Context: an optimization exercise on an open-source flow, tuned for small area, a short achievable clock period and few clock cycles. The choices shown serve that exercise and are no tape-out recipe.
Only simulation tests tie the RTL to the original design; equivalence was not proved.
Power is estimated from default activity; no workload was simulated.

### flow/design.v
module crc16_psa (
    input  wire        clk,
    input  wire        rst,
    input  wire        host_req,
    input  wire        host_we,
    input  wire [3:0]  host_idx,
    input  wire [15:0] host_wdata,
    output reg         host_ack,
    output reg  [15:0] host_rdata,
    output reg         bus_req,
    output reg  [1:0]  bus_cmd,
    output reg  [7:0]  bus_wdata,
    input  wire        bus_ack,
    input  wire        bus_err,
    input  wire [7:0]  bus_rdata
);
    localparam [7:0] DEV_W = 8'hA0, DEV_R = 8'hA1;
    localparam [1:0] B_START = 2'd0, B_WRITE = 2'd1, B_READ = 2'd2, B_STOP = 2'd3;
    localparam [2:0] Q_IDLE = 3'd0, Q_START_W = 3'd1, Q_ADDR_HI = 3'd2, Q_ADDR_LO = 3'd3,
                     Q_WDATA = 3'd4, Q_START_R = 3'd5, Q_RDATA = 3'd6, Q_STOP = 3'd7;
    function [15:0] crc_step(input [15:0] a, input [7:0] b);
        reg [7:0] x;
        begin
            x = a[15:8] ^ b;
            x = x ^ {4'b0000, x[7:4]};
            crc_step = {a[7:0], 8'h00} ^ {x[3:0], 12'h000} ^ {3'b000, x, 5'b00000} ^ {8'h00, x};
        end
    endfunction
    reg        rst_q;
    reg [15:0] acc, addr, len, ptr;
    reg [7:0]  buf_mem [0:63];
    reg        e_bus, e_ill, e_busy, e_range;
    reg        s_we;
    reg [3:0]  s_idx;
    reg        s_busy;
    reg        s_c1, s_c2, s_c3, s_c10, s_c11, s_c20, s_hz;
    reg [2:0]  q;
    reg        q_read;
    reg        busy;         
    reg        settling;
    reg [4:0]  settle_cnt;
    reg [6:0]  ra;           
    reg        w_en;
    reg [5:0]  w_addr;
    reg [7:0]  wb;
    reg [15:0] pref;
    reg [6:0]  plen;
    reg        eng;
    reg [1:0]  eng_ph;       
    reg        app2, app3;   
    reg        store_ok, len_le64, len_le62;
    wire [7:0] rd_byte = buf_mem[ra[5:0]];
    wire       ptr_ok  = (ptr[15:6] == 10'd0);
    wire       zero    = (acc == 16'h0000);
    wire       stop_rd = bus_req && (q == Q_STOP) && q_read;
    wire       ack_ok  = host_req && !host_ack && !rst_q && !eng &&
                         !((app2 || app3) && (host_idx == 4'd7 || host_idx == 4'd1)) &&
                         !(w_en && host_idx == 4'd1);
    wire       len_le64_now = (len[15:7] == 9'd0) && (!len[6] || len[5:0] == 6'd0);
    wire       crcb_slow = host_we && (host_idx == 4'd1) && (host_wdata == 16'h0002) &&
                           !busy && len_le64_now && (len[6:0] != plen);
    wire       ack_set = ack_ok && !crcb_slow;
    wire       eng_start = ack_ok && crcb_slow;
    wire [6:0] end_lo = {1'b0, addr[5:0]} + len[6:0];
    wire       store_ok_now = (len[15:7] == 9'd0) && (len[6:0] != 7'd0) &&
                              (!len[6] || len[5:0] == 6'd0) && !addr[15] &&
                              (addr[14:6] != 9'h1FF || !end_lo[6] || end_lo[5:0] == 6'd0);
    wire       st_go   = ack_ok && host_we && (host_idx == 4'd1) &&
                         (host_wdata[15:1] == 15'h0008) && !busy && store_ok_now;
    always @(posedge clk) begin
        rst_q  <= rst;
        s_we   <= host_we;
        s_idx  <= host_idx;
        s_busy <= busy;
        s_hz   <= (host_wdata[15:8] == 8'h00);
        s_c1   <= (host_wdata == 16'h0001);
        s_c2   <= (host_wdata == 16'h0002);
        s_c3   <= (host_wdata == 16'h0003);
        s_c10  <= (host_wdata == 16'h0010);
        s_c11  <= (host_wdata == 16'h0011);
        s_c20  <= (host_wdata == 16'h0020);
        if (rst)
            host_ack <= 1'b0;
        else
            host_ack <= ack_set;
        if (host_idx[3])
            host_rdata <= 16'h0000;
        else case (host_idx[2:0])
            3'd0: host_rdata <= {8'h00, e_range, e_busy, e_ill, e_bus, 2'b00, zero,
                                 busy && !(stop_rd && bus_ack)};
            3'd2: host_rdata <= acc;
            3'd4: host_rdata <= addr;
            3'd5: host_rdata <= len;
            3'd6: host_rdata <= ptr;
            3'd7: host_rdata <= {8'h00, (busy || !ptr_ok) ? 8'h00 : rd_byte};
            default: host_rdata <= 16'h0000;
        endcase
    end
    wire i_cmd = (s_idx == 4'd1), i_crc = (s_idx == 4'd3), i_addr = (s_idx == 4'd4),
         i_len = (s_idx == 4'd5), i_ptr = (s_idx == 4'd6), i_data = (s_idx == 4'd7);
    reg illegal;
    always @(*) begin
        if (s_idx[3])
            illegal = 1'b1;
        else if (!s_we)
            illegal = i_cmd || i_crc;
        else case (s_idx[2:0])
            3'd0, 3'd2: illegal = 1'b1;
            3'd1:       illegal = !(s_c1 || s_c2 || s_c3 || s_c10 || s_c11 || s_c20);
            3'd3, 3'd7: illegal = !s_hz;
            default:    illegal = 1'b0;
        endcase
    end
    wire plain = !s_we && !s_idx[3] && (s_idx[2:0] == 3'd0 || s_idx[2:0] == 3'd2 ||
                                        s_idx[2:0] == 3'd4 || s_idx[2:0] == 3'd5 ||
                                        s_idx[2:0] == 3'd6);
    wire range_bad = i_data ? !ptr_ok :
                     (s_we && i_cmd) ? ((s_c2 && !len_le64) || (s_c3 && !len_le62) ||
                                        ((s_c10 || s_c11) && !store_ok)) : 1'b0;
    wire x      = host_ack && !rst_q;      
    wire x_ill  = x && illegal;
    wire x_bsy  = x && !illegal && s_busy && !plain;
    wire x_rng  = x && !illegal && !(s_busy && !plain) && range_bad;
    wire x_op   = x && !illegal && !(s_busy && !plain) && !range_bad;
    wire x_cmd  = x_op && s_we && i_cmd;
    wire x_dw   = x_op && s_we && i_data;
    wire x_dr   = x_op && !s_we && i_data;
    wire x_app  = x_cmd && s_c3;
    wire x_crcb = x_cmd && s_c2;
    wire x_st   = x_cmd && (s_c10 || s_c11);
    wire x_clr  = x_cmd && s_c20;
    wire done    = bus_req && bus_ack;
    wire bus_wr  = done && (q == Q_RDATA) && !bus_err;
    wire eng_fin = eng && (eng_ph == 2'd0) && (plen == len[6:0]);
    wire eng_wr  = eng && (eng_ph == 2'd1);
    always @(posedge clk) begin
        if (w_en)
            buf_mem[w_addr] <= wb;
    end
    always @(posedge clk) begin
        w_en <= !rst_q && (x_dw || x_app || app2 || eng_wr || bus_wr);
        if (x_dw)
            w_addr <= ptr[5:0];
        else if (x_app)
            w_addr <= len[5:0];
        else if (app2)
            w_addr <= len[5:0] - 6'd1;
        else
            w_addr <= ra[5:0];
        if (busy) begin
            case (q)
                Q_ADDR_HI: wb <= addr[7:0];
                Q_ADDR_LO: wb <= q_read ? DEV_R : rd_byte;
                Q_WDATA:   wb <= rd_byte;
                Q_RDATA:   wb <= bus_rdata;
                default:   wb <= addr[15:8];
            endcase
        end else if (x_dw)
            wb <= host_wdata[7:0];
        else if (x_app)
            wb <= acc[15:8];
        else if (app2)
            wb <= acc[7:0];
        else if (eng)
            wb <= rd_byte;
        else
            wb <= addr[15:8];
    end
    wire [15:0] acc_step = crc_step(acc, host_wdata[7:0]);
    wire [6:0]  ptr_inc  = ptr[6:0] + 7'd1;
    always @(posedge clk) begin
        if (rst_q) begin
            acc <= 16'hFFFF; addr <= 16'h0000; len <= 16'h0000; ptr <= 16'h0000;
            e_ill <= 1'b0; e_busy <= 1'b0; e_range <= 1'b0;
            app2 <= 1'b0; app3 <= 1'b0;
        end else begin
            app2 <= x_app;
            app3 <= app2;
            if (x_ill)  e_ill   <= 1'b1;
            if (x_bsy)  e_busy  <= 1'b1;
            if (x_rng)  e_range <= 1'b1;
            if (x_clr) begin e_ill <= 1'b0; e_busy <= 1'b0; e_range <= 1'b0; end
            if (x_op && s_we && i_crc) acc <= acc_step;
            if (x_cmd && s_c1)         acc <= 16'hFFFF;
            if (x_crcb)                acc <= pref;
            if (eng_fin)               acc <= pref;
            if (x_op && s_we && i_addr) addr <= host_wdata;
            if (x_op && s_we && i_len)  len  <= host_wdata;
            if (x_app)                  len  <= {9'd0, len[6:0] + 7'd2};
            if (x_op && s_we && i_ptr)  ptr  <= host_wdata;
            if (x_dw || x_dr)           ptr  <= {9'd0, ptr_inc};
        end
    end
    always @(posedge clk) begin
        len_le64 <= (len[15:7] == 9'd0) && (!len[6] || len[5:0] == 6'd0);
        store_ok <= store_ok_now;
        len_le62 <= (len[15:6] == 10'd0) && (len[5:0] != 6'b111111);
    end
    wire        w_ext   = (w_addr == plen[5:0]) && !plen[6];
    wire [15:0] w_step  = crc_step(w_ext ? pref : 16'hFFFF, wb);
    always @(posedge clk) begin
        if (rst_q) begin
            pref <= 16'hFFFF; plen <= 7'd0;
            eng <= 1'b0; eng_ph <= 2'd0;
        end else begin
            if (w_en) begin
                if (w_ext || w_addr == 6'd0) begin
                    pref <= w_step;
                    plen <= w_ext ? plen + 7'd1 : 7'd1;
                end else begin
                    pref <= 16'hFFFF;
                    plen <= 7'd0;
                end
            end
            if (eng_start) begin
                eng <= 1'b1;
                eng_ph <= 2'd0;
                pref <= 16'hFFFF;
                plen <= 7'd0;
            end
            if (eng_fin)
                eng <= 1'b0;
            else if (eng)
                eng_ph <= (eng_ph == 2'd2) ? 2'd0 : eng_ph + 2'd1;
        end
    end
    always @(posedge clk) begin
        if (rst || rst_q)
            bus_req <= 1'b0;
        else if (st_go)
            bus_req <= 1'b1;
        else if (done && q == Q_STOP)
            bus_req <= 1'b0;
    end
    always @(posedge clk) begin
        if (rst_q) begin
            q <= Q_IDLE; q_read <= 1'b0;
            busy <= 1'b1; settling <= 1'b1; settle_cnt <= 5'd30;
            bus_cmd <= B_START; bus_wdata <= DEV_W;
            e_bus <= 1'b0;
            ra <= 7'd0;
        end else begin
            if (x_clr) e_bus <= 1'b0;
            if (settling) begin
                if (settle_cnt == 5'd0) begin
                    settling <= 1'b0;
                    busy <= 1'b0;
                end else
                    settle_cnt <= settle_cnt - 5'd1;
            end
            if (x_op && s_we && i_ptr)
                ra <= {1'b0, host_wdata[5:0]};
            if (x_dw || x_dr)
                ra <= {1'b0, ptr_inc[5:0]};
            if (eng_start)
                ra <= 7'd0;
            if (eng_wr)
                ra <= ra + 7'd1;
            if (eng_fin)
                ra <= {1'b0, ptr[5:0]};
            if (x_st) begin
                q <= Q_START_W; q_read <= s_c11; busy <= 1'b1;
                ra <= 7'd0;
            end
            if (done) begin
                if (q == Q_STOP) begin
                    q <= Q_IDLE;
                    bus_cmd <= B_START; bus_wdata <= DEV_W;
                    ra <= {1'b0, ptr[5:0]};
                    if (q_read)
                        busy <= 1'b0;
                    else begin
                        settling <= 1'b1;
                        settle_cnt <= 5'd30;
                    end
                end else if (bus_err) begin
                    e_bus <= 1'b1;
                    q <= Q_STOP; bus_cmd <= B_STOP;
                end else begin
                    case (q)
                    Q_START_W: begin q <= Q_ADDR_HI; bus_cmd <= B_WRITE; bus_wdata <= wb; end
                    Q_ADDR_HI: begin q <= Q_ADDR_LO; bus_cmd <= B_WRITE; bus_wdata <= wb; end
                    Q_ADDR_LO: begin
                        bus_wdata <= wb;
                        if (q_read) begin
                            q <= Q_START_R; bus_cmd <= B_START;
                        end else begin
                            q <= Q_WDATA; bus_cmd <= B_WRITE;
                            ra <= ra + 7'd1;
                        end
                    end
                    Q_WDATA: begin
                        if (ra == len[6:0]) begin
                            q <= Q_STOP; bus_cmd <= B_STOP;
                        end else begin
                            bus_wdata <= wb;
                            ra <= ra + 7'd1;
                        end
                    end
                    Q_START_R: begin q <= Q_RDATA; bus_cmd <= B_READ; end
                    default: begin  
                        ra <= ra + 7'd1;
                        if (ra + 7'd1 == len[6:0]) begin
                            q <= Q_STOP; bus_cmd <= B_STOP;
                        end
                    end
                    endcase
                end
            end
        end
    end
endmodule
### flow/flow/run.sh
#!/bin/bash
set -euo pipefail
bash standard.sh SETUP_SLACK_MARGIN=6.85 finish > flow_make.log 2>&1
### flow/standard.sh
#!/bin/bash
# synth_recipe.tcl (not shown) runs the flow's synth.tcl, then flattens the netlist and writes it again
# the make line also repeats each setting of config.mk as NAME=value (left out here)
make -C /OpenROAD-flow-scripts/flow DESIGN_CONFIG=/design/flow/config.mk WORK_HOME=/design/flow/orfs CLKGATE_MAP_FILE= SYNTH_SCRIPT=/design/flow/synth_recipe.tcl "${@:-finish}"
### flow/config.mk
export PLATFORM = sky130hd
export DESIGN_NAME = crc16_psa
export DESIGN_NICKNAME = crc16_psa
export VERILOG_FILES = /design/flow/design.v
export SDC_FILE = /design/flow/constraint.sdc
export NUM_CORES = 4
export LEC_CHECK = 0
export ABC_AREA = 1
export CAP_MARGIN = 20
export CORE_MARGIN = 2
export CORE_UTILIZATION = 55
export CTS_CLUSTER_DIAMETER = 55
export CTS_CLUSTER_SIZE = 50
export SLEW_MARGIN = 20
### flow/constraint.sdc
create_clock -name core_clock -period 10.0 [get_ports {clk}]
set_input_delay 2.0000 -clock core_clock [delete_from_list [all_inputs] [get_ports {clk}]]
set_output_delay 2.0000 -clock core_clock [all_outputs]
set_load 0.01 [all_outputs]
==> impl_metrics.tcl, run 1 <==
set metrics [dict create \
    port_buffers 61 \
    core_um2 55300 \
    synth_warnings 1 \
    clock.fmax_mhz 320 \
    start_util_pct 55.8 \
    grt_overflow 0 \
    first_iter_violations 2670 \
    synth_area_leaders "edfxtp_1, dfxtp_1, nand2_1" \
    setup_violations 0 \
    netlist_area_um2 30900 \
    syn-num-nets 3281 \
    num-nets-final 3279 \
    cp_top_family "flip-flops" \
    crit_fanout 1 \
    row_count 86 \
    clkLatencyLatePin_ps 640 \
    total_power_uw 5310 \
    cts-root-buf "clkbuf_16" \
    synth_cell_type_count 55 \
    dieArea_um2 58000 \
    totalNegativeSetupSlack_ps 0 \
    grt_pass1_wl_um 135000 \
    path_cells "buf_2" \
    max-cap-violations 0 \
    yosysTopAreaCell "edfxtp_1" \
    clock_skew_ps 39.7 \
    worst_pin_slew_ps 1090 \
    dp_cells 3894 \
    status "no timing/DRC/antenna violations" \
    remaining_drc_errors 0 \
    ir_drop_mv 0.182 \
    slew_headroom_pct 27.0 \
    min_period_ps 3130 \
    hold_buffers 0 \
    path_clk_slew_ps 80 \
    cp.required_ps 8000 \
    area_growth_pct 10.2 \
    die_w_um 241 \
    wire_per_inst_um 22.8 \
    synth_top_cell_area_share_pct 49.8 \
    antennaDiodeCount 0 \
    synthArstFlopShare_pct 0 \
    synth_most_common_cell "nand2_1" \
    dieHeight_um 241 \
    drive_gt1_share_pct 10.5 \
    cts_sinks 686 \
    slew_viol_final 0 \
    postRouteAntennaNets 0 \
    critPathLaunchType "register" \
    crit_path_end_kind "output pin" \
    place.gp.congestion 0.953 \
    drt_wl_total_um 91500 \
    leakage_uw 0.0120 \
    ios 62 \
    final_cells 4017 \
    firstDrtPassIters 8 \
    viasPerCell 5.95 \
    grt_max_degree 143 \
    min_path_type "reg2reg" \
    synth_area_per_cell_um2 9.56 \
    hpwl_um 56400 \
    cp.arrival_ps 1130 \
    path_buf_inv 1 \
    ys_top_cells_by_count "nand2_1, edfxtp_1, nor2_1" \
    synthCells 3230 \
    synthFlopType "edfxtp_1" \
    cts_max_level 2 \
    clk_path_buf_depth 3 \
    power_density_nw_per_um2 156 \
    antenna_found_initial 2 \
    vias 23900 \
    cts_made_buffers 51 \
    period_share_pct 31.3 \
    finalHoldViolCount 0 \
    critPathMaxStageDelay_ps 380 \
    cp_slowest_cell "dfxtp_4" \
    track_usage_pct 31.1 \
    rsz0062_at_grt "true" \
    synth_enable_flop_cells 512 \
    grt_pass1_vias 22200 \
    worstSetupPathType "reg2out" \
    synth_seq_cells 686 \
    cts_tree "yes" \
    yosysSeqAreaShare_pct 61.1 \
]
==> sequential cells by signal, indices dropped and copies added (netlist names), 3 cells and up <==
signal      flops
len            16
addr           16
settle_cnt      5
bus_wdata       8
q               3
plen            7
ptr            16
host_rdata     16
s_idx           4
pref           16
w_addr          6
ra              7
buf_mem       512
acc            16
wb              8
==> worst reg2reg max path, stage by stage (launching register included) <==
cell and delay (ps):
dfxtp_4 610, buf_6 430, o21ai_0 210, o22ai_1 240
nand2_1 90, nand2_1 190, nand2_1 90, nand3_1 170
nand3_1 250, nand2_1 290, nand2_1 90, nand3_1 90
nand2_1 60, nand2_1 60, nand2_1 50, nand2_1 70
==> per-layer routing <==
layer | track usage, % | wire (um) | part of all wire (%) | vias to the layer above
met5 | 0 | 0 | 0 | -
li1 | - | - | - | 11200
met3 | 4.58 | 7830 | 8.6 | 172
met1 | 45.7 | 39500 | 43 | 11500
met2 | 47.8 | 41300 | 45 | 1076
met4 | 10.1 | 2840 | 3.1 | 0
==> per-stage QoR <==
step	hold slack, ps	utilization, %	cell area (um2)	setup slack [ps]
after floorplan	410	-	31000	6740
after global placement	453	57.7	31900	5340
after detailed placement	460	57.7	31900	5310
after CTS	462	61.2	33800	6840
after global routing	484	61.5	34000	6830
final	460	61.5	34000	6870
==> cell usage in the layout (no fill, tap or decap), types with 9 or more instances in the layout <==
| master | count |
|---|---|
| ha_1 | 16 |
| inv_2 | 23 |
| clkbuf_2 | 11 |
| inv_1 | 204 |
| dfxtp_1 | 139 |
| o22ai_1 | 78 |
| dfxtp_2 | 31 |
| clkinv_4 | 9 |
| o21ai_1 | 40 |
| clkdlybuf4s50_1 | 13 |
| a221oi_1 | 14 |
| o211ai_1 | 10 |
| nand2_2 | 22 |
| edfxtp_1 | 512 |
| buf_4 | 45 |
| clkbuf_16 | 51 |
| a21oi_1 | 188 |
| nand2_1 | 711 |
| nor4_1 | 12 |
| buf_2 | 32 |
| nor3_1 | 27 |
| nand3_1 | 289 |
| xor2_1 | 30 |
| xnor2_1 | 23 |
| a211oi_1 | 16 |
| nor2_1 | 299 |
| nor2_4 | 9 |
| nand4_1 | 32 |
| o21ai_0 | 236 |
| inv_8 | 11 |
| nor2_2 | 12 |
==> cell families after synthesis <==
group | share of synthesized area, %
flops | 61.1
simple gates | 20.0
xor+xnor | 1.69
fa+ha+maj | 0.713
buf+inv | 5.52
compound gates | 11.0
==> final timing paths <==
path	start	to	slack (ps)	depth (start not counted)
setup / recovery	host_rdata[4]	host_rdata[4]	6870	1
hold / removal	bus_wdata[7]	bus_wdata[7]	460	2
setup reg to reg	ra[1]	wb[0]	6940	15
hold reg to reg	bus_wdata[7]	bus_wdata[7]	460	2
==> where the power goes <==
| part | internal, uW | leakage (uW) | switching [uW] |
|---|---|---|---|
| clock | 1020 | 0.000863 | 1180 |
| sequential | 3020 | 0.00541 | 8.21 |
| combinational | 32.7 | 0.00576 | 54.0 |
| total | 4070 | 0.0120 | 1240 |
==> layout make-up <==
| cell class | count | area (um2) |
|---|---|---|
| clock buffer | 52 | 1280 |
| clock inverter | 42 | 502 |
| fill | 4699 | 21300 |
| inverter | 236 | 925 |
| multi-input combinational | 2138 | 10500 |
| sequential | 686 | 18900 |
| tap | 748 | 936 |
| timing repair buffer | 114 | 931 |
| timing repair inverter | 1 | 11.3 |
==> repair_timing <==
action	in CTS	in global routing
gates cloned	1	2
pin swaps	15	20
resized for setup	208	68
buffers inserted	14	12
endpoints found under the setup margin	111	66
Testbench counts, summed over its fixed seeds: cycles 53,130.
==> inputs of run 2 (changes only) <==
--- a/flow/design.v
+++ b/flow/design.v
@@ -58,5 +58,5 @@
                          !(w_en && host_idx == 4'd1);
     wire       len_le64_now = (len[15:7] == 9'd0) && (!len[6] || len[5:0] == 6'd0);
-    wire       crcb_slow = host_we && (host_idx == 4'd1) && (host_wdata == 16'h0002) &&
+    wire       crcb_slow = host_we && (host_idx == 4'd1) && host_wdata[1] && !host_wdata[0] &&
                            !busy && len_le64_now && (len[6:0] != plen);
     wire       ack_set = ack_ok && !crcb_slow;
@@ -184,5 +184,4 @@
             if (x_cmd && s_c1)         acc <= 16'hFFFF;
             if (x_crcb)                acc <= pref;
-            if (eng_fin)               acc <= pref;
             if (x_op && s_we && i_addr) addr <= host_wdata;
             if (x_op && s_we && i_len)  len  <= host_wdata;
==> flow/flow/run.sh (replaced) <==
#!/bin/bash
set -euo pipefail
bash standard.sh SETUP_SLACK_MARGIN=6.85 \
  "BUFFER_PORTS_ARGS=-buffer_cell sky130_fd_sc_hd__buf_2" \
  "CTS_ARGS=-sink_clustering_enable -repair_clock_nets -sink_clustering_size 50 -sink_clustering_max_diameter 55 -dont_use_dummy_load" \
  finish > flow_make.log 2>&1
--- a/flow/config.mk
+++ b/flow/config.mk
@@ -9,6 +9,4 @@
 export CAP_MARGIN = 20
 export CORE_MARGIN = 2
-export CORE_UTILIZATION = 55
-export CTS_CLUSTER_DIAMETER = 55
-export CTS_CLUSTER_SIZE = 50
+export CORE_UTILIZATION = 40
 export SLEW_MARGIN = 20
==> run 2 against run 1 <==
  * Sequential share of layout area rose by 0.69 points
  * Global-route usage fell by 8.8 points
  * Utilization fell by 17 points
  * First-iteration DRC count fell by 3.5%
  * Still clean
  * Highest routed layer unchanged
  * Register-to-register slack improved by 50 ps
  * Final cell count rose by 4.7%
  * Clock-buffer cell count rose by 1
==> impl_metrics.tcl, run 2 <==
set metrics [dict create \
    hpwl_um 54300 \
    clock.fmax_mhz 322 \
    rsz0062_at_grt "true" \
    largest_reg_flops 512 \
    cts_made_buffers 53 \
    critPathLaunchType "register" \
    place.gp.congestion 0.920 \
    grt_pass1_vias 21500 \
    final_common_cell "nand2_1" \
    num-nets-final 3229 \
    path_buf_inv 1 \
    worstSetupPathType "reg2out" \
    hold_end "q_read" \
    r2r_cells 13 \
    cts-root-buf "clkbuf_16" \
    rr_endpoint "acc[7]" \
    synth_enable_flop_cells 512 \
    drive_gt1_share_pct 7.84 \
    synthFlopType "edfxtp_1" \
    min_period_ps 3110 \
    worst_pin_slew_ps 1060 \
    leakage_uw 0.0122 \
    cts_sinks 686 \
    setup_violations 0 \
    synth_area_leaders "edfxtp_1, dfxtp_1, nand2_1" \
    vias 23300 \
    area_growth_pct 9.11 \
    synth_most_common_cell "nand2_1" \
    wire_per_inst_um 21.4 \
    rrSetupSlack_ps 6990 \
    path_cells "buf_2" \
    ir_drop_mv 0.126 \
    antenna_found_initial 0 \
    viasPerCell 5.55 \
    slew_headroom_pct 29.6 \
    core_um2 75900 \
    die_w_um 281 \
    finalHoldViolCount 0 \
    cp_slowest_cell "dfxtp_1" \
    cts_max_level 2 \
    synthCells 3187 \
    power_density_nw_per_um2 148 \
    status "no timing/DRC/antenna violations" \
    min_from "s_c11" \
    drt_wl_total_um 90100 \
    max-cap-violations 0 \
    netlist_area_um2 30700 \
    period_share_pct 31.1 \
    yosysTopAreaCell "edfxtp_1" \
    grt_overflow 0 \
    layout_common_cells "nand2_1, edfxtp_1, nand3_1" \
    firstDrtPassIters 6 \
    synth_warnings 1 \
    cp.required_ps 8000 \
    clkLatencyLatePin_ps 640 \
    cts_tree "yes" \
    synth_cell_type_count 51 \
    ys_top_cells_by_count "nand2_1, edfxtp_1, nand3_1" \
    port_buffers 61 \
    ios 62 \
    min_path_type "reg2reg" \
    dieArea_um2 79100 \
    yosysSeqAreaShare_pct 61.4 \
    utilization_pct 44.2 \
    remaining_drc_errors 0 \
    crit_fanout 1 \
    crit_path_end_kind "output pin" \
    totalNegativeSetupSlack_ps 0 \
    worstReg2RegStart "ptr[9]" \
    dieHeight_um 281 \
    row_count 101 \
    track_usage_pct 22.3 \
    cp_top_family "flip-flops" \
    cp.arrival_ps 1110 \
    grt_pass1_wl_um 134000 \
    largest_register "buf_mem" \
    path_clk_slew_ps 70 \
    start_util_pct 40.5 \
    critPathMaxStageDelay_ps 340 \
    synth_area_per_cell_um2 9.64 \
    synthArstFlopShare_pct 0 \
    clk_path_buf_depth 3 \
    synth_top_cell_area_share_pct 50.0 \
    first_iter_violations 2576 \
    clock_skew_ps 53.7 \
    postRouteAntennaNets 0 \
    slew_viol_final 0 \
    grt_max_degree 112 \
    holdPathStages 2 \
    synth_seq_cells 686 \
    syn-num-nets 3238 \
    antennaDiodeCount 0 \
]
## run 2: cell type report
cell class                      instances  area (um2)
Multi-Input combinational cell       2090       10300
Timing Repair Buffer                  109         827
Clock buffer                           53        1330
Fill cell                            7243       42400
Inverter                              238         915
Tap cell                             1030        1290
Sequential cell                       686       18900
## run 2: kinds of logic after synthesis
family | after synthesis | share of synthesized area (%)
AO/OA/AOI/OAI | 593 | 11.0
XOR/XNOR | 55 | 1.59
buffers and inverters | 411 | 5.60
flip-flops | 686 | 61.4
AND/OR/NAND/NOR | 1425 | 19.8
adder cells (fa/ha/maj) | 17 | 0.716
## run 2: report_power, final
| part | internal, uW | total [uW] | switching [uW] |
|---|---|---|---|
| Combinational | 22.7 | 74.7 | 52.0 |
| Clock | 929 | 1880 | 947 |
| Sequential | 3020 | 3020 | 3.80 |
## run 2: worst max-delay path by stage
stage	startpoint	to	slack (ps)	cells past startpoint
5_1_grt	host_idx[3]	eng_ph[0]	6780	13
6_report	host_rdata[3]	host_rdata[3]	6890	1
3_5_place_dp	host_idx[3]	plen[1]	5730	12
2_1_floorplan	host_idx[3]	ra[1]	6750	15
3_3_place_gp	host_idx[3]	plen[1]	5740	12
4_1_cts	ra[1]	bus_cmd[1]	6700	13
## run 2: timing repair
item	CTS	global route
pin swaps	1	4
gates cloned	1	1
gates resized for setup	22	17
hold buffers	0	0
hold endpoints to repair	0	0
setup endpoints to repair	64	37
setup buffers	2	13
## run 2: stage by stage
stage | total power [uW] | std cells | hold slack (ps) | cell area, um2 | setup slack, ps
after floorplan | 3130 | 3187 | 364 | 30800 | 6750
after global placement | 3160 | 4136 | 434 | 31800 | 5740
after detailed placement | 3160 | 4136 | 435 | 31800 | 5730
after CTS | 4990 | 4192 | 461 | 33300 | 6700
after global routing | 5100 | 4206 | 481 | 33500 | 6780
final | 4970 | 4206 | 459 | 33500 | 6890
## run 2: layer usage
metal  GRT usage [%]  vias up  wire length (um)
met5               0        -                 0
met4            7.15        0              2810
met3            3.12      169              7040
met2            34.5      904             40900
met1            32.2    11200             39300
li1                -    11000                 -
Testbench counts of run 2, summed over its fixed seeds: cycles 53,130.
==> inputs of run 3 (changes only) <==
==> flow/flow/run.sh (replaced) <==
#!/bin/bash
set -euo pipefail
bash standard.sh SETUP_SLACK_MARGIN=6.85 \
  "CTS_ARGS=-sink_clustering_enable -repair_clock_nets -sink_clustering_size 50 -sink_clustering_max_diameter 55 -dont_use_dummy_load" \
  finish > flow_make.log 2>&1
==> run 3 against run 2 <==
  * Power grew 1.7%
  * Wire length hardly changed
  * Utilization rose by 0.53 points
  * Clock power increased by 4%
  * Final cell count grew 0.17%
  * Combinational power grew 12%
  * Critical endpoint is now ra[1]
  * Largest power group unchanged
  * Highest routed layer unchanged
==> impl_metrics.tcl, run 3 <==
set metrics [dict create \
    dp_cells 4138 \
    layout_common_cells "nand2_1, edfxtp_1, nand3_1" \
    worstSetupPathType "in2reg" \
    synth_cell_type_count 51 \
    min_period_ps 3150 \
    synth_seq_cells 686 \
    grt_overflow 0 \
    clkLatencyLatePin_ps 640 \
    cts_max_level 2 \
    total_power_uw 5060 \
    ir_drop_mv 0.126 \
    synth_warnings 1 \
    critPathLaunchType "primary input" \
    synth_area_leaders "edfxtp_1, dfxtp_1, nand2_1" \
    cp.required_ps 10470 \
    postRouteAntennaNets 0 \
    synth-compound-area-share_pct 11.0 \
    crit_path_end_kind "register" \
    row_count 101 \
    cpMostUsedCell "nand2_1" \
    critPathMaxStageDelay_ps 550 \
    ys_top_cells_by_count "nand2_1, edfxtp_1, nand3_1" \
    grt_pass1_wl_um 135000 \
    drive_gt1_share_pct 7.85 \
    syn-num-nets 3238 \
    synth_mux_area_share_pct 0 \
    antenna_found_initial 0 \
    fillers 7219 \
    synthCells 3187 \
    synth_top_cell_area_share_pct 50.0 \
    hold_buffers 0 \
    clock.fmax_mhz 317 \
    power_density_nw_per_um2 149 \
    synthFlopType "edfxtp_1" \
    synth_top_family_by_area "simple AND/OR/NAND/NOR gates" \
    synth_xor_area_share_pct 1.59 \
    hpwl_um 54600 \
    cts_tree "yes" \
    worstReg2RegStart "ra[2]" \
    area_growth_pct 10.4 \
    largest_register "buf_mem" \
    clock_skew_ps 42.1 \
    grt_max_degree 94 \
    dieHeight_um 281 \
    final_cell_area_um2 33900 \
    cts_made_buffers 57 \
    ios 62 \
    wire_per_inst_um 21.4 \
    cp_slowest_cell "dlygate4sd2_1" \
    dieArea_um2 79100 \
    place.gp.congestion 0.908 \
    rrSetupSlack_ps 6940 \
    place_area_um2 32200 \
    min_path_type "reg2reg" \
    totalNegativeSetupSlack_ps 0 \
    clk_path_buf_depth 3 \
    cp.arrival_ps 3630 \
    leakage_uw 0.0124 \
    cts_sinks 686 \
    synth_most_common_cell "nand2_1" \
    synth_enable_flop_cells 512 \
    setup_violations 0 \
    max-cap-violations 0 \
    num-nets-final 3236 \
    final_cells 4213 \
    path_cells "dlygate4sd2_1 -> nand2_1 -> nor2_4 -> nand3_2 -> nor2_4 -> nor2_2 -> o21ai_1 -> inv_1 -> nand2_1 -> nand2_1 -> nand2_1 -> a21oi_1" \
    finalHoldViolCount 0 \
    port_buffers 61 \
    rr_endpoint "wb[0]" \
    firstDrtPassIters 5 \
    path_clk_slew_ps 70 \
    slew_headroom_pct 35.0 \
    synth-simple-area-share_pct 19.8 \
    synth_area_per_cell_um2 9.64 \
    grt_pass1_vias 21800 \
    worst_pin_slew_ps 971 \
    synthArstFlopShare_pct 0 \
    rsz0062_at_grt "true" \
    cp-startpoint "host_wdata[1]" \
    yosysTopAreaCell "edfxtp_1" \
    drt_wl_total_um 90200 \
    start_util_pct 40.5 \
    final_common_cell "nand2_1" \
    yosysSeqAreaShare_pct 61.4 \
    cts-root-buf "clkbuf_16" \
    remaining_drc_errors 0 \
    first_iter_violations 2515 \
    core_um2 75900 \
    antennaDiodeCount 0 \
    die_w_um 281 \
    largest_reg_flops 512 \
    synth_fa_ha_area_share_pct 0.716 \
    vias 23400 \
    status "no timing/DRC/antenna violations" \
    crit_end "ra[1]" \
    slew_viol_final 0 \
    period_share_pct 31.5 \
    track_usage_pct 22.4 \
    crit_fanout 6 \
    timing.final.ws_setup_ps 6850 \
    netlist_area_um2 30700 \
    r2r_cells 13 \
    viasPerCell 5.55 \
    preCtsSetupSlack_ps 5010 \
]
run 3: how the worst min path moves through the flow:
stage	from	end	slack [ps]	cells after the start
after global routing	busy	s_busy	460	0
final	busy	s_busy	450	0
after detailed placement	busy	s_busy	430	0
after floorplan	busy	s_busy	360	0
after CTS	busy	s_busy	450	0
after global placement	busy	s_busy	430	0
run 3: where the power goes:
part	leakage [uW]	switching (uW)	internal, uW	total (uW)
Clock	0.000702	956	996	1950
Sequential	0.00619	3.81	3020	3020
Combinational	0.00551	54.6	28.7	83.3
run 3: kinds of logic after synthesis:
kind of cell,after synthesis
simple gates,1425
compound gates,593
buf+inv,411
flops,686
fa+ha+maj,17
xor+xnor,55
run 3: per-layer routing:
| metal | global-route usage [%] | up-vias | wire [um] |
|---|---|---|---|
| met5 | 0 | - | 0 |
| met4 | 7.76 | 0 | 2600 |
| met3 | 3.84 | 146 | 7080 |
| met2 | 35.0 | 921 | 41500 |
| met1 | 31.3 | 11300 | 39000 |
| li1 | - | 11000 | - |
run 3: critical path, delay by kind of cell:
kind | cells | cell delay, ps
AND/OR/NAND/NOR | 8 | 880
AO/OA/AOI/OAI | 2 | 150
buffers and inverters | 2 | 600
run 3: what timing repair did:
action / 4_1_cts / 5_1_grt
gates resized for setup: 178 / 49
buffers inserted: 7 / 8
endpoints found under the hold margin: 0 / 0
gates cloned: 0 / 3
pin swaps: 6 / 8
setup endpoints to repair: 118 / 55
run 3: through the flow:
step / utilization, % / hold WS, ps
final: 44.7 / 449
after global routing: 44.7 / 456
after CTS: 44.3 / 448
after detailed placement: 42.4 / 434
after global placement: 42.3 / 429
after floorplan: - / 364
run 3: cell type report:
class	count	area (um2)	area share, %
flip-flops and latches	686	18900	55.6
multi-input cells	2090	10400	30.6
clock buffers	57	1430	4.20
well taps	1030	1290	3.80
repair buffers	112	1020	3.01
inverters	238	933	2.75
==> inputs of run 4 (changes only) <==
==> flow/flow/run.sh (replaced) <==
#!/bin/bash
set -euo pipefail
bash standard.sh SETUP_SLACK_MARGIN=6.85 \
  "BUFFER_PORTS_ARGS=-buffer_cell sky130_fd_sc_hd__buf_2" \
  "CTS_ARGS=-sink_clustering_enable -repair_clock_nets -sink_clustering_size 50 -sink_clustering_max_diameter 55 -dont_use_dummy_load" \
  finish > flow_make.log 2>&1
--- a/flow/config.mk
+++ b/flow/config.mk
@@ -9,4 +9,4 @@
 export CAP_MARGIN = 20
 export CORE_MARGIN = 2
-export CORE_UTILIZATION = 40
+export CORE_UTILIZATION = 55
 export SLEW_MARGIN = 20
==> run 4 against run 3 <==
  * Flip-flop and latch count did not move
  * Via count rose by 1.7%
  * Worst setup slack got worse by 12 ps
  * Area after synthesis did not move
  * Wire length rose by 2.0%
  * Register-to-register slack barely moved
  * Worst hold slack improved by 8.6 ps
  * Sequential share of layout area rose by 1.3 points
  * Synthesized cell count did not move
  * Clock skew rose by 23 ps
  * Clock-buffer cell count fell by 4
  * Die area fell by 27%
  * Critical path type unchanged
  * Critical endpoint is now host_rdata[0]
  * Highest routed layer unchanged
==> impl_metrics.tcl, run 4 <==
set metrics [dict create \
    rr_endpoint "acc[4]" \
    area_growth_pct 7.83 \
    drive_gt1_share_pct 7.57 \
    syn-num-nets 3238 \
    final_cells 3921 \
    dp_cells 3851 \
    holdPathStages 2 \
    hpwl_um 55800 \
    yosysSeqAreaShare_pct 61.4 \
    firstDrtPassIters 5 \
    rsz0062_at_grt "true" \
    synth_most_common_cell "nand2_1" \
    slew_viol_final 0 \
    seqPwrFrac_pct 60.8 \
    viasPerCell 6.07 \
    clkLatencyLatePin_ps 640 \
    cp.required_ps 10510 \
    ir_drop_mv 0.159 \
    row_count 86 \
    cts_sinks 686 \
    met3_usage_pct 6.52 \
    final_common_cell "nand2_1" \
    min_path_type "reg2reg" \
    cp.arrival_ps 3680 \
    critPathLaunchType "primary input" \
    finalHoldViolCount 0 \
    port_buffers 61 \
    hold_end "bus_wdata[5]" \
    fillers 4791 \
    totalNegativeSetupSlack_ps 0 \
    core_um2 55200 \
    path_clk_slew_ps 60 \
    first_iter_violations 2802 \
    synthArstFlopShare_pct 0 \
    vias 23800 \
    ys_top_cells_by_count "nand2_1, edfxtp_1, nand3_1" \
    largest_reg_flops 512 \
    cts-root-buf "clkbuf_16" \
    synth_cell_type_count 51 \
    start_util_pct 55.7 \
    largest_register "buf_mem" \
    leakage_uw 0.0122 \
    switching_share_pct 20.1 \
    globalRouteMet1Util_pct 46.8 \
    remaining_drc_errors 0 \
    min_from "bus_wdata[5]" \
    netlist_area_um2 30700 \
    multi_input_area_um2 10300 \
    r2r_cells 12 \
    clock.fmax_mhz 316 \
    combinationalPowerShare_pct 1.6 \
    rrSetupSlack_ps 6950 \
    worst_pin_slew_ps 1080 \
    postRouteAntennaNets 0 \
    dieArea_um2 57800 \
    worstSetupPathType "in2reg" \
    power.switching_uw 1000 \
    synth_enable_flop_cells 512 \
    grt_overflow 0 \
    worstReg2RegStart "ptr[13]" \
    track_usage_pct 31.7 \
    yosysTopAreaCell "edfxtp_1" \
    dieHeight_um 240 \
    cts_tree "yes" \
    cts_made_buffers 53 \
    synth_seq_cells 686 \
    synth_top_cell_area_share_pct 50.0 \
    ios 62 \
    min_period_ps 3170 \
    grt-busiest-layer "met2" \
    cp-startpoint "host_idx[0]" \
    cts_max_level 2 \
    period_share_pct 31.7 \
    hold_buffers 0 \
    grt_pass1_vias 22000 \
    clock_skew_ps 65.4 \
    grt_max_degree 141 \
    num-nets-final 3225 \
    place.gp.congestion 0.940 \
    synthCells 3187 \
    power.share.clock_pct 37.7 \
    synth_area_per_cell_um2 9.64 \
    slew_headroom_pct 27.1 \
    setup_violations 0 \
    crit_fanout 8 \
    gr-usage-met2_pct 47.2 \
    crit_path_end_kind "register" \
    synth_warnings 1 \
    wire_per_inst_um 23.4 \
    die_w_um 240 \
    grt_pass1_wl_um 136000 \
    final-seq-area_um2 18900 \
    clk_path_buf_depth 3 \
    status "no timing/DRC/antenna violations" \
    drt_wl_total_um 91900 \
    p_int_uw 3970 \
    max-cap-violations 0 \
    power_density_nw_per_um2 150 \
    layout_common_cells "nand2_1, edfxtp_1, nand3_1" \
    antenna_found_initial 0 \
    synth_area_leaders "edfxtp_1, dfxtp_1, nand2_1" \
    synthFlopType "edfxtp_1" \
    whs_ps 457 \
]
==> run 4: cell counts after synthesis <==
No cell type changed its count.
==> run 4: per-layer routing <==
| metal | vias up | share of wire (%) | wire, um |
|---|---|---|---|
| met1 | 11600 | 44 | 40200 |
| li1 | 11000 | - | - |
| met5 | - | 0 | 0 |
| met4 | 0 | 2.8 | 2600 |
| met2 | 1092 | 44 | 40700 |
| met3 | 160 | 9.2 | 8450 |
==> run 4: logic make-up (layout without fill, tap and decap cells) <==
kind of cell	after synthesis	count (layout)	share of synthesized area (%)
compound gates	593	593	11.0
fa+ha+maj	17	17	0.716
other cells	0	1	0
xor+xnor	55	55	1.59
flops	686	686	61.4
buf+inv	411	395	5.60
simple gates	1425	1426	19.8
==> run 4: power groups by stage <==
stage               combinational, uW  clock [uW]  sequential [uW]
floorplan                        39.9           0             3090
global placement                 70.3           0             3090
detailed placement               71.5           0             3090
CTS                              72.6        1890             3020
global route                     83.1        1990             3020
finish                           78.0        1870             3020
==> run 4: stage by stage <==
stage,util (%),total power [uW],instance area (um2),worst slack [ps]
finish,60.0,4970,33100,6830
global route,60.0,5090,33100,6810
CTS,59.7,4990,32900,6860
detailed placement,57.0,3160,31500,5970
global placement,57.0,3160,31500,5980
floorplan,-,3130,30800,6750
==> run 4: what timing repair did <==
item / CTS / global route
pin swaps: 0 / 3
setup endpoints to repair: 77 / 39
hold endpoints to repair: 0 / 0
gates cloned: 1 / 2
buffers inserted: 2 / 11
resized for setup: 20 / 24
==> run 4: worst max path at each step <==
| stage | cells after the start | end | slack, ps |
|---|---|---|---|
| 5_1_grt | 5 | host_rdata[4] | 6810 |
| 3_3_place_gp | 13 | plen[1] | 5980 |
| 4_1_cts | 1 | bus_req | 6860 |
| 2_1_floorplan | 15 | ra[1] | 6750 |
| 3_5_place_dp | 13 | plen[1] | 5970 |
| 6_report | 5 | host_rdata[0] | 6830 |
==> run 4: cell type report <==
class                   instances  share of cell area (%)
repair buffers                103                    2.29
repair inverters                1                  0.0340
clock buffers                  53                    4.00
diodes                          1                 0.00755
inverters                     238                    2.81
multi-input cells            2091                    31.1
flip-flops and latches        686                    57.0
well taps                     748                    2.82
==> run 4: worst max-delay path, stage by stage <==
cell and delay [ps]:
buf_2 140, nand3_1 120, nor4_2 910, nand2_1 270, a31oi_1 220
==> inputs of run 5 (changes only) <==
--- a/flow/config.mk
+++ b/flow/config.mk
@@ -9,4 +9,4 @@
 export CAP_MARGIN = 20
 export CORE_MARGIN = 2
-export CORE_UTILIZATION = 55
+export CORE_UTILIZATION = 65
 export SLEW_MARGIN = 20
==> run 5 against run 4 <==
  * Sequential share of layout area increased by 0.62 points
  * Combinational power decreased by 4.5%
  * Worst setup slack improved by 36 ps
  * Critical endpoint is now bus_req
  * Clock skew increased by 3.9 ps
  * Via count increased by 2.1%
  * Register-to-register slack got worse by 20 ps
  * Still clean
  * Maximum frequency increased by 1.2%
==> impl_metrics.tcl, run 5 <==
set metrics [dict create \
    cpMostUsedCell "nand2_1" \
    final_cell_area_um2 32800 \
    grt_pass1_wl_um 132000 \
    area_growth_pct 6.64 \
    power_density_nw_per_um2 147 \
    postRouteAntennaNets 0 \
    ys_top_cells_by_count "nand2_1, edfxtp_1, nand3_1" \
    worstSetupPathType "in2reg" \
    min_path_type "reg2reg" \
    ir_drop_mv 0.197 \
    period_share_pct 31.3 \
    vias 24300 \
    synth_seq_cells 686 \
    syn-num-nets 3238 \
    max-cap-violations 0 \
    cts_sinks 686 \
    cts_max_level 2 \
    worst_pin_slew_ps 995 \
    die_w_um 221 \
    grt_max_degree 141 \
    cp_top_family "simple AND/OR/NAND/NOR gates" \
    setup_violations 0 \
    synthArstFlopShare_pct 0 \
    antenna_found_initial 1 \
    cp.arrival_ps 3650 \
    cts-root-buf "clkbuf_16" \
    cts_made_buffers 46 \
    synth_area_per_cell_um2 9.64 \
    clock.fmax_mhz 320 \
    largest_register "buf_mem" \
    yosysTopAreaCell "edfxtp_1" \
    place_area_um2 31300 \
    drive_gt1_share_pct 7.21 \
    synth_area_leaders "edfxtp_1, dfxtp_1, nand2_1" \
    synthCells 3187 \
    timing.final.ws_setup_ps 6870 \
    clock_skew_ps 69.2 \
    synth_enable_flop_cells 512 \
    synth_warnings 1 \
    first_iter_violations 3635 \
    start_util_pct 65.9 \
    antennaDiodeCount 0 \
    min_period_ps 3130 \
    layout_common_cells "nand2_1, edfxtp_1, nand3_1" \
    grt_overflow 0 \
    clkLatencyLatePin_ps 630 \
    row_count 79 \
    crit_fanout 4 \
    clk_path_buf_depth 3 \
    remaining_drc_errors 0 \
    synth_cell_type_count 51 \
    hpwl_um 53800 \
    cp.required_ps 10520 \
    dieArea_um2 49000 \
    critPathMaxStageDelay_ps 290 \
    num-nets-final 3217 \
    synthFlopType "edfxtp_1" \
    viasPerCell 6.45 \
    rsz0062_at_grt "true" \
    status "no timing/DRC/antenna violations" \
    path_clk_slew_ps 70 \
    yosysSeqAreaShare_pct 61.4 \
    synth_top_cell_area_share_pct 50.0 \
    slew_headroom_pct 33.1 \
    core_um2 46700 \
    totalNegativeSetupSlack_ps 0 \
    wire_per_inst_um 23.3 \
    leakage_uw 0.0121 \
    final_common_cell "nand2_1" \
    ios 62 \
    hold_buffers 0 \
    grt_pass1_vias 22600 \
    cp_slowest_cell "nor4_1" \
    finalHoldViolCount 0 \
    place.gp.congestion 0.967 \
    dieHeight_um 221 \
    drt_wl_total_um 87700 \
    crit_path_end_kind "register" \
    largest_reg_flops 512 \
    path_buf_inv 1 \
    path_cells "buf_2 -> nor4_1 -> nand2_1 -> nor2_4 -> nand2_1 -> nor2_1 -> nand4_1 -> nor3_1 -> nand2_1 -> a21oi_1" \
    port_buffers 61 \
    track_usage_pct 35.2 \
    synth_most_common_cell "nand2_1" \
    netlist_area_um2 30700 \
    slew_viol_final 0 \
    critPathLaunchType "primary input" \
    firstDrtPassIters 17 \
    cts_tree "yes" \
    preCtsSetupSlack_ps 5700 \
]
[run 5: cell counts after synthesis]
Identical to the previous run, type by type.
[run 5: timing repair]
item | 4_1_cts | 5_1_grt
setup endpoints to repair | 76 | 80
buffers inserted | 3 | 5
pin swaps | 1 | 4
gates resized for setup | 19 | 26
cloned | 2 | 1
[run 5: worst min-delay path: cells and delay by family, from the launching register on]
| family | cells | cell delay [ps] |
|---|---|---|
| flip-flops | 1 | 320 |
| AO/OA/AOI/OAI | 1 | 60 |
| AND/OR/NAND/NOR | 1 | 50 |
[run 5: routing by layer]
layer  GRT usage (%)  vias up  routed length, um
met5               0        -                  0
met4            12.4        0               3000
met3            7.16      212              11200
met2            52.4     1589              38600
met1            51.9    11500              34900
li1                -    11000                  -
[run 5: area by class of cell]
cell class | count | area (um2)
clock buffers | 46 | 1150
flip-flops and latches | 686 | 18900
multi-input cells | 2090 | 10300
fillers | 3480 | 13900
repair buffers | 103 | 795
well taps | 607 | 759
repair inverters | 1 | 11.3
inverters | 238 | 935
[run 5: path summary, 6_finish.rpt]
path	startpoint	end	slack (ps)	cells after the start
setup / recovery	host_wdata[15]	bus_req	6870	10
hold / removal	bus_wdata[7]	bus_wdata[7]	460	2
setup reg to reg	s_idx[2]	w_en	6930	13
hold reg to reg	bus_wdata[7]	bus_wdata[7]	460	2
[run 5: cells by family after synthesis]
logic type | after synthesis | synth area share [%]
AO/OA/AOI/OAI | 593 | 11.0
flip-flops | 686 | 61.4
AND/OR/NAND/NOR | 1425 | 19.8
XOR/XNOR | 55 | 1.59
adder cells (fa/ha/maj) | 17 | 0.716
buffers and inverters | 411 | 5.60
[run 5: power breakdown]
part / switching, uW / internal (uW) / leakage (uW)
clock: 896 / 812 / 0.000567
combinational: 52.3 / 22.2 / 0.00536
sequential: 3.73 / 3020 / 0.00618
total: 952 / 3850 / 0.0121
[run 5: per-stage QoR]
stage	instances	hold slack [ps]	total power, uW	utilization, %
global placement	3714	437	3160	67.1
global route	3771	466	4900	70.3
CTS	3765	451	4800	69.9
finish	3771	455	4800	70.3
detailed placement	3714	447	3160	67.1
floorplan	3187	364	3130	-
==> inputs of run 6 (changes only) <==
--- a/flow/design.v
+++ b/flow/design.v
@@ -38,5 +38,4 @@
     reg        q_read;
     reg        busy;         
-    reg        settling;
     reg [4:0]  settle_cnt;
     reg [6:0]  ra;           
@@ -47,5 +46,5 @@
     reg [6:0]  plen;
     reg        eng;
-    reg [1:0]  eng_ph;       
+    reg        eng_ph;       
     reg        app2, app3;   
     reg        store_ok, len_le64, len_le62;
@@ -132,6 +131,7 @@
     wire done    = bus_req && bus_ack;
     wire bus_wr  = done && (q == Q_RDATA) && !bus_err;
-    wire eng_fin = eng && (eng_ph == 2'd0) && (plen == len[6:0]);
-    wire eng_wr  = eng && (eng_ph == 2'd1);
+    wire eng_fin = eng && !eng_ph && (plen == len[6:0]);
+    wire eng_wr  = eng && !eng_ph && (plen != len[6:0]);
+    wire settling = busy && (q == Q_IDLE);    
     always @(posedge clk) begin
         if (w_en)
@@ -201,5 +201,5 @@
         if (rst_q) begin
             pref <= 16'hFFFF; plen <= 7'd0;
-            eng <= 1'b0; eng_ph <= 2'd0;
+            eng <= 1'b0; eng_ph <= 1'b0;
         end else begin
             if (w_en) begin
@@ -214,5 +214,5 @@
             if (eng_start) begin
                 eng <= 1'b1;
-                eng_ph <= 2'd0;
+                eng_ph <= 1'b0;
                 pref <= 16'hFFFF;
                 plen <= 7'd0;
@@ -221,5 +221,5 @@
                 eng <= 1'b0;
             else if (eng)
-                eng_ph <= (eng_ph == 2'd2) ? 2'd0 : eng_ph + 2'd1;
+                eng_ph <= !eng_ph;
         end
     end
@@ -235,5 +235,5 @@
         if (rst_q) begin
             q <= Q_IDLE; q_read <= 1'b0;
-            busy <= 1'b1; settling <= 1'b1; settle_cnt <= 5'd30;
+            busy <= 1'b1; settle_cnt <= 5'd30;
             bus_cmd <= B_START; bus_wdata <= DEV_W;
             e_bus <= 1'b0;
@@ -243,5 +243,4 @@
             if (settling) begin
                 if (settle_cnt == 5'd0) begin
-                    settling <= 1'b0;
                     busy <= 1'b0;
                 end else
@@ -269,8 +268,6 @@
                     if (q_read)
                         busy <= 1'b0;
-                    else begin
-                        settling <= 1'b1;
+                    else
                         settle_cnt <= 5'd30;
-                    end
                 end else if (bus_err) begin
                     e_bus <= 1'b1;
--- a/flow/config.mk
+++ b/flow/config.mk
@@ -9,4 +9,4 @@
 export CAP_MARGIN = 20
 export CORE_MARGIN = 2
-export CORE_UTILIZATION = 65
+export CORE_UTILIZATION = 40
 export SLEW_MARGIN = 20
==> run 6 against run 5 <==
  * Worst hold slack better by 8.3 ps
  * Synthesized cell count is 2.3% lower
  * Utilization is 27 points lower
  * Sequential share of layout area is 0.56 points lower
  * Critical path depth is 9 lower
  * Area after synthesis is 0.96% lower
  * Sequential power hardly changed
  * Power is 1.7% higher
  * Cell area is 0.79% higher
  * Critical path type is now reg2out
  * Largest power group unchanged
  * Highest routed layer unchanged
==> impl_metrics.tcl, run 6 <==
set metrics [dict create \
    status "no timing/DRC/antenna violations" \
    final_common_cell "nand2_1" \
    period_share_pct 31.1 \
    critPathLaunchType "register" \
    min_period_ps 3110 \
    cp_top_family "flip-flops" \
    drive_gt1_share_pct 7.51 \
    path_clk_slew_ps 70 \
    critPathMaxStageDelay_ps 360 \
    postRouteAntennaNets 0 \
    die_w_um 280 \
    synth_area_per_cell_um2 9.77 \
    num-nets-final 3157 \
    synthCells 3115 \
    cp.required_ps 8000 \
    r2r_cells 17 \
    worstSetupPathType "reg2out" \
    synth_mux_area_share_pct 0 \
    largest_register "buf_mem" \
    grt_pass1_vias 21300 \
    port_buffers 61 \
    yosysSeqAreaShare_pct 61.8 \
    max-cap-violations 0 \
    synth_fa_ha_area_share_pct 0.723 \
    hold_buffers 0 \
    netlist_area_um2 30400 \
    path_cells "buf_2" \
    crit_fanout 2 \
    grt_pass1_wl_um 136000 \
    vias 23000 \
    cts_sinks 684 \
    cts-root-buf "clkbuf_16" \
    cts_made_buffers 49 \
    synth_xor_area_share_pct 1.84 \
    final_cells 4082 \
    dieHeight_um 280 \
    synth-compound-area-share_pct 13.6 \
    wire_per_inst_um 22.3 \
    synth_warnings 1 \
    worst_pin_slew_ps 990 \
    synthArstFlopShare_pct 0 \
    cts_tree "yes" \
    dp_cells 4025 \
    ys_top_cells_by_count "nand2_1, edfxtp_1, nor2_1" \
    synth_cell_type_count 54 \
    viasPerCell 5.64 \
    clock_skew_ps 70.8 \
    slew_viol_final 0 \
    path_depth 1 \
    hpwl_um 56100 \
    min_path_type "reg2reg" \
    remaining_drc_errors 0 \
    cp.arrival_ps 1110 \
    cp_slowest_cell "dfxtp_2" \
    ios 62 \
    antennaDiodeCount 0 \
    synth_area_leaders "edfxtp_1, dfxtp_1, nand2_1" \
    grt_max_degree 96 \
    drt_wl_total_um 91000 \
    power_density_nw_per_um2 148 \
    first_iter_violations 2711 \
    clock.fmax_mhz 322 \
    core_um2 75700 \
    syn-num-nets 3166 \
    crit_path_end_kind "output pin" \
    yosysTopAreaCell "edfxtp_1" \
    rsz0062_at_grt "true" \
    synth_top_family_by_area "simple AND/OR/NAND/NOR gates" \
    firstDrtPassIters 6 \
    synth_enable_flop_cells 512 \
    layout_common_cells "nand2_1, edfxtp_1, nor2_1" \
    slew_headroom_pct 33.8 \
    synth-simple-area-share_pct 17.0 \
    synthFlopType "edfxtp_1" \
    synth_seq_cells 684 \
    dieArea_um2 78300 \
    track_usage_pct 22.9 \
    area_growth_pct 8.52 \
    finalHoldViolCount 0 \
    path_buf_inv 1 \
    synth_top_cell_area_share_pct 50.5 \
    synth_most_common_cell "nand2_1" \
    cts_max_level 2 \
    totalNegativeSetupSlack_ps 0 \
    clk_path_buf_depth 3 \
    holdPathStages 2 \
    ir_drop_mv 0.109 \
    start_util_pct 40.2 \
    place.gp.congestion 0.963 \
    leakage_uw 0.0122 \
    setup_violations 0 \
    clkLatencyLatePin_ps 640 \
    antenna_found_initial 0 \
    grt_overflow 0 \
    largest_reg_flops 512 \
    row_count 101 \
]
-- run 6: layer usage --
layer,routed length [um],up-vias,track usage [%]
met4,3440,0,8.49
met2,40100,991,34.5
li1,-,10800,-
met5,0,-,0
met1,40100,11100,33.3
met3,7350,169,3.49
-- run 6: layout make-up --
class	instances	area [um2]
multi-input combinational	2053	10200
tap	978	1220
fill	7164	42700
sequential	684	18800
timing repair buffer	102	749
clock buffer	49	1230
inverter	216	825
-- run 6: final timing paths --
kind,startpoint,slack (ps),endpoint
worst max-delay path,bus_wdata[5],6890,bus_wdata[5]
worst min-delay path,bus_wdata[3],460,bus_wdata[3]
worst max register to register,ra[1],7040,wb[7]
worst min register to register,bus_wdata[3],460,bus_wdata[3]
-- run 6: timing repair --
action / in CTS / in global routing
endpoints found under the hold margin: 0 / 0
resized for setup: 15 / 25
pin swaps: 1 / 2
setup buffers: 5 / 2
gates cloned: 0 / 1
setup endpoints to repair: 44 / 46
-- run 6: stage by stage --
| step | util [%] | total power, uW | hold slack (ps) | cell area, um2 | setup WS [ps] |
|---|---|---|---|---|---|
| 6_report | 43.6 | 4880 | 464 | 33000 | 6890 |
| 5_1_grt | 43.6 | 5000 | 502 | 33000 | 6800 |
| 4_1_cts | 43.5 | 4900 | 468 | 32900 | 6850 |
| 3_5_place_dp | 41.7 | 3150 | 457 | 31600 | 5880 |
| 3_3_place_gp | 41.7 | 3150 | 457 | 31600 | 5960 |
| 2_1_floorplan | - | 3120 | 349 | 30500 | 6770 |
-- run 6: cell families after synthesis --
kind of cell               Yosys count
xor gates and xnor gates            64
buffers and inverters              378
and+or+nand+nor                   1242
adders and majority gates           17
AOI/OAI and AO/OA                  730
DFF                                684
-- run 6: power by group --
part	internal (uW)	total [uW]	switching (uW)
sequential	3010	3010	3.51
combinational	23.8	76.1	52.2
clock	863	1790	930
-- run 6: worst reg2reg max path, stage by stage (launching register included) --
cell      delay (ps)
dfxtp_2          320
clkbuf_8         400
inv_2            150
nand2_2           80
clkbuf_8         400
o21ai_0          280
nor2_1           110
nand2_1           80
nand3_1          140
nand3_1          260
nand2_1          180
nand2_1           60
nand2_1           80
nand2_1           50
nand2_1           50
nand2_1           50
nand2_1           60
nand2_1           60
Testbench counts of run 6, summed over its fixed seeds: cycles 53,130.
==> inputs of run 7 (changes only) <==
--- a/flow/config.mk
+++ b/flow/config.mk
@@ -9,4 +9,4 @@
 export CAP_MARGIN = 20
 export CORE_MARGIN = 2
-export CORE_UTILIZATION = 40
+export CORE_UTILIZATION = 65
 export SLEW_MARGIN = 20
==> run 7 against run 6 <==
  * Via count up 3.4%
  * Still clean
  * Sequential share of layout area rose by 0.92 points
  * Worst setup slack improved by 38 ps
  * Register-to-register slack got worse by 50 ps
  * Clock power shrank 5%
  * Utilization is 26 points higher
  * Clock skew shrank 13 ps
  * Maximum frequency increased by 1.2%
  * Non-clock buffer count shrank 1
  * Worst hold slack gained 5.1 ps
  * Combinational power decreased by 0.5%
  * Critical path depth increased by 11
==> impl_metrics.tcl, run 7 <==
set metrics [dict create \
    status "no timing/DRC/antenna violations" \
    preCtsSetupSlack_ps 5930 \
    cts_made_buffers 46 \
    viasPerCell 6.42 \
    max-cap-violations 0 \
    synth_area_per_cell_um2 9.77 \
    cts_max_level 2 \
    antennaDiodeCount 0 \
    ys_top_cells_by_count "nand2_1, edfxtp_1, nor2_1" \
    first_iter_violations 3299 \
    clkLatencyLatePin_ps 610 \
    dieHeight_um 220 \
    period_share_pct 30.7 \
    yosysTopAreaCell "edfxtp_1" \
    synthCells 3115 \
    synth_warnings 1 \
    area_growth_pct 6.76 \
    largest_register "buf_mem" \
    remaining_drc_errors 0 \
    synthFlopType "edfxtp_1" \
    track_usage_pct 35.2 \
    crit_fanout 19 \
    min_path_type "reg2reg" \
    min_period_ps 3070 \
    rsz0062_at_grt "false" \
    dp_cells 3650 \
    ios 62 \
    crit_path_end_kind "register" \
    hpwl_um 54500 \
    drt_wl_total_um 86700 \
    netlist_area_um2 30400 \
    path_clk_slew_ps 70 \
    layout_common_cells "nand2_1, edfxtp_1, nor2_1" \
    core_um2 46400 \
    synth_seq_cells 684 \
    worstSetupPathType "in2reg" \
    postRouteAntennaNets 0 \
    hold_buffers 0 \
    cts-root-buf "clkbuf_16" \
    wire_per_inst_um 23.4 \
    grt_pass1_vias 21000 \
    syn-num-nets 3166 \
    antenna_found_initial 0 \
    synth_enable_flop_cells 512 \
    critPathMaxStageDelay_ps 290 \
    synth_area_leaders "edfxtp_1, dfxtp_1, nand2_1" \
    cp.required_ps 10520 \
    finalHoldViolCount 0 \
    final-seq-area_um2 18800 \
    slew_viol_final 0 \
    clock_skew_ps 57.4 \
    start_util_pct 65.7 \
    grt_pass1_wl_um 127000 \
    row_count 79 \
    critPathLaunchType "primary input" \
    grt_overflow 0 \
    fillers 3472 \
    num-nets-final 3154 \
    clock.fmax_mhz 326 \
    cp.arrival_ps 3590 \
    synth_cell_type_count 54 \
    worst_pin_slew_ps 1030 \
    final_common_cell "nand2_1" \
    ir_drop_mv 0.197 \
    setup_violations 0 \
    firstDrtPassIters 7 \
    vias 23800 \
    power_density_nw_per_um2 147 \
    largest_reg_flops 512 \
    grt_max_degree 144 \
    port_buffers 61 \
    drive_gt1_share_pct 7.32 \
    totalNegativeSetupSlack_ps 0 \
    slew_headroom_pct 31.2 \
    dieArea_um2 48600 \
    die_w_um 220 \
    synthArstFlopShare_pct 0 \
    place.gp.congestion 0.990 \
    cts_sinks 684 \
    synth_most_common_cell "nand2_1" \
    cp_slowest_cell "nand4_1" \
    yosysSeqAreaShare_pct 61.8 \
    cpMostUsedCell "o21ai_1" \
    timing.final.ws_setup_ps 6930 \
    multi_input_area_um2 10200 \
    path_cells "buf_6 -> nor2_1 -> nand3_1 -> o21ai_1 -> o21ai_1 -> nand3_2 -> inv_2 -> nand4_1 -> nand2_4 -> buf_12 -> a21oi_1 -> nand2_1" \
    cts_tree "yes" \
    clk_path_buf_depth 3 \
    final_cells 3708 \
    whs_ps 469 \
    leakage_uw 0.0121 \
    synth_top_cell_area_share_pct 50.5 \
]
-- run 7: layout make-up --
class	count	share of cell area, %
clock buffers	46	3.54
inverters	216	2.61
flip-flops and latches	684	57.9
well taps	607	2.34
repair buffers	101	2.22
multi-input cells	2053	31.3
repair inverters	1	0.0346
-- run 7: repair_timing --
item / 4_1_cts / 5_1_grt
buffers inserted: 4 / 6
gates cloned: 0 / 2
resized for setup: 17 / 15
pin swaps: 2 / 1
hold endpoints to repair: 0 / 0
endpoints found under the setup margin: 46 / 41
-- run 7: metrics by stage --
step	area, um2	power, uW	utilization, %
final	32500	4790	70.1
after global routing	32500	4880	70.1
after CTS	32300	4790	69.8
after detailed placement	31100	3150	67.1
after global placement	31100	3150	67.0
after floorplan	30500	3120	-
-- run 7: logic make-up (layout without fill, tap and decap cells) --
family	count (synthesis)	in the layout	share of synthesized area (%)
buffers and inverters	378	364	5.04
AND/OR/NAND/NOR	1242	1242	17.0
flip-flops	684	684	61.8
XOR/XNOR	64	64	1.84
adder cells (fa/ha/maj)	17	17	0.723
AO/OA/AOI/OAI	730	730	13.6
-- run 7: metal layers --
| layer | GRT usage [%] | wire, um | vias up |
|---|---|---|---|
| li1 | - | - | 10700 |
| met1 | 54.3 | 35500 | 11400 |
| met2 | 50.7 | 37900 | 1527 |
| met3 | 6.39 | 10600 | 168 |
| met4 | 11.0 | 2690 | 0 |
| met5 | 0 | 0 | - |
-- run 7: final timing paths --
check                     from       endpoint  slack, ps  cells after the start
setup reg to reg         ra[0]  host_rdata[6]       6990                     11
setup / recovery   host_idx[3]        pref[9]       6930                     12
hold reg to reg   bus_wdata[2]   bus_wdata[2]        470                      2
hold / removal    bus_wdata[2]   bus_wdata[2]        470                      2
-- run 7: power by group --
group | internal [uW] | switching, uW | total [uW]
logic | 23.3 | 52.4 | 75.7
registers | 3010 | 3.45 | 3010
clock network | 813 | 886 | 1700
total | 3850 | 942 | 4790
-- run 7: worst max-delay path: cells and delay by family --
kind,cells,cell delay (ps)
AOI/OAI and AO/OA,3,230
buffers and inverters,3,430
and+or+nand+nor,6,900

[afterwards: timing with drivers on the ports]
The results above use ideal ports. As a check the final layouts listed here were re-extracted and re-timed, cells and wires unchanged.
Step 1 sets driving cells, clkbuf_16 on the clock port and buf_2 on the other inputs (assumed; they add their load-dependent delay and slew).
Step 2 adds t to the input delays and takes it off the output delays; t is the mean of the earliest and latest rising clock arrival at the registers after step 1. Input paths then give back, and output paths get back, about the clock's delay inside the block.
Three values: no drivers, after step 1, after step 2; two values: the first two.
run	t, ns	slack for setup (ns)	worst setup path after step 2	slew at the worst register clock pin (ns)	pins driven straight from the clock port
run 1	0.683	6.875 / 6.813 / 6.235	input to register	0.11 / 0.11	1
run 2	0.671	6.894 / 6.828 / 6.275	input to register	0.10 / 0.10	1
run 3	0.680	6.847 / 6.845 / 6.203	input to register	0.08 / 0.08	1
run 4	0.673	6.835 / 6.862 / 6.205	input to register	0.10 / 0.10	1
run 5	0.659	6.871 / 6.841 / 6.254	input to register	0.10 / 0.10	1
run 6	0.664	6.895 / 6.830 / 6.292	input to register	0.11 / 0.11	1
run 7	0.639	6.933 / 6.894 / 6.312	input to register	0.11 / 0.11	1
After both steps every run listed still meets setup and hold. The setup slack of run 3, which loses most, moves by -0.002 ns with the drivers and by -0.644 ns with both steps.
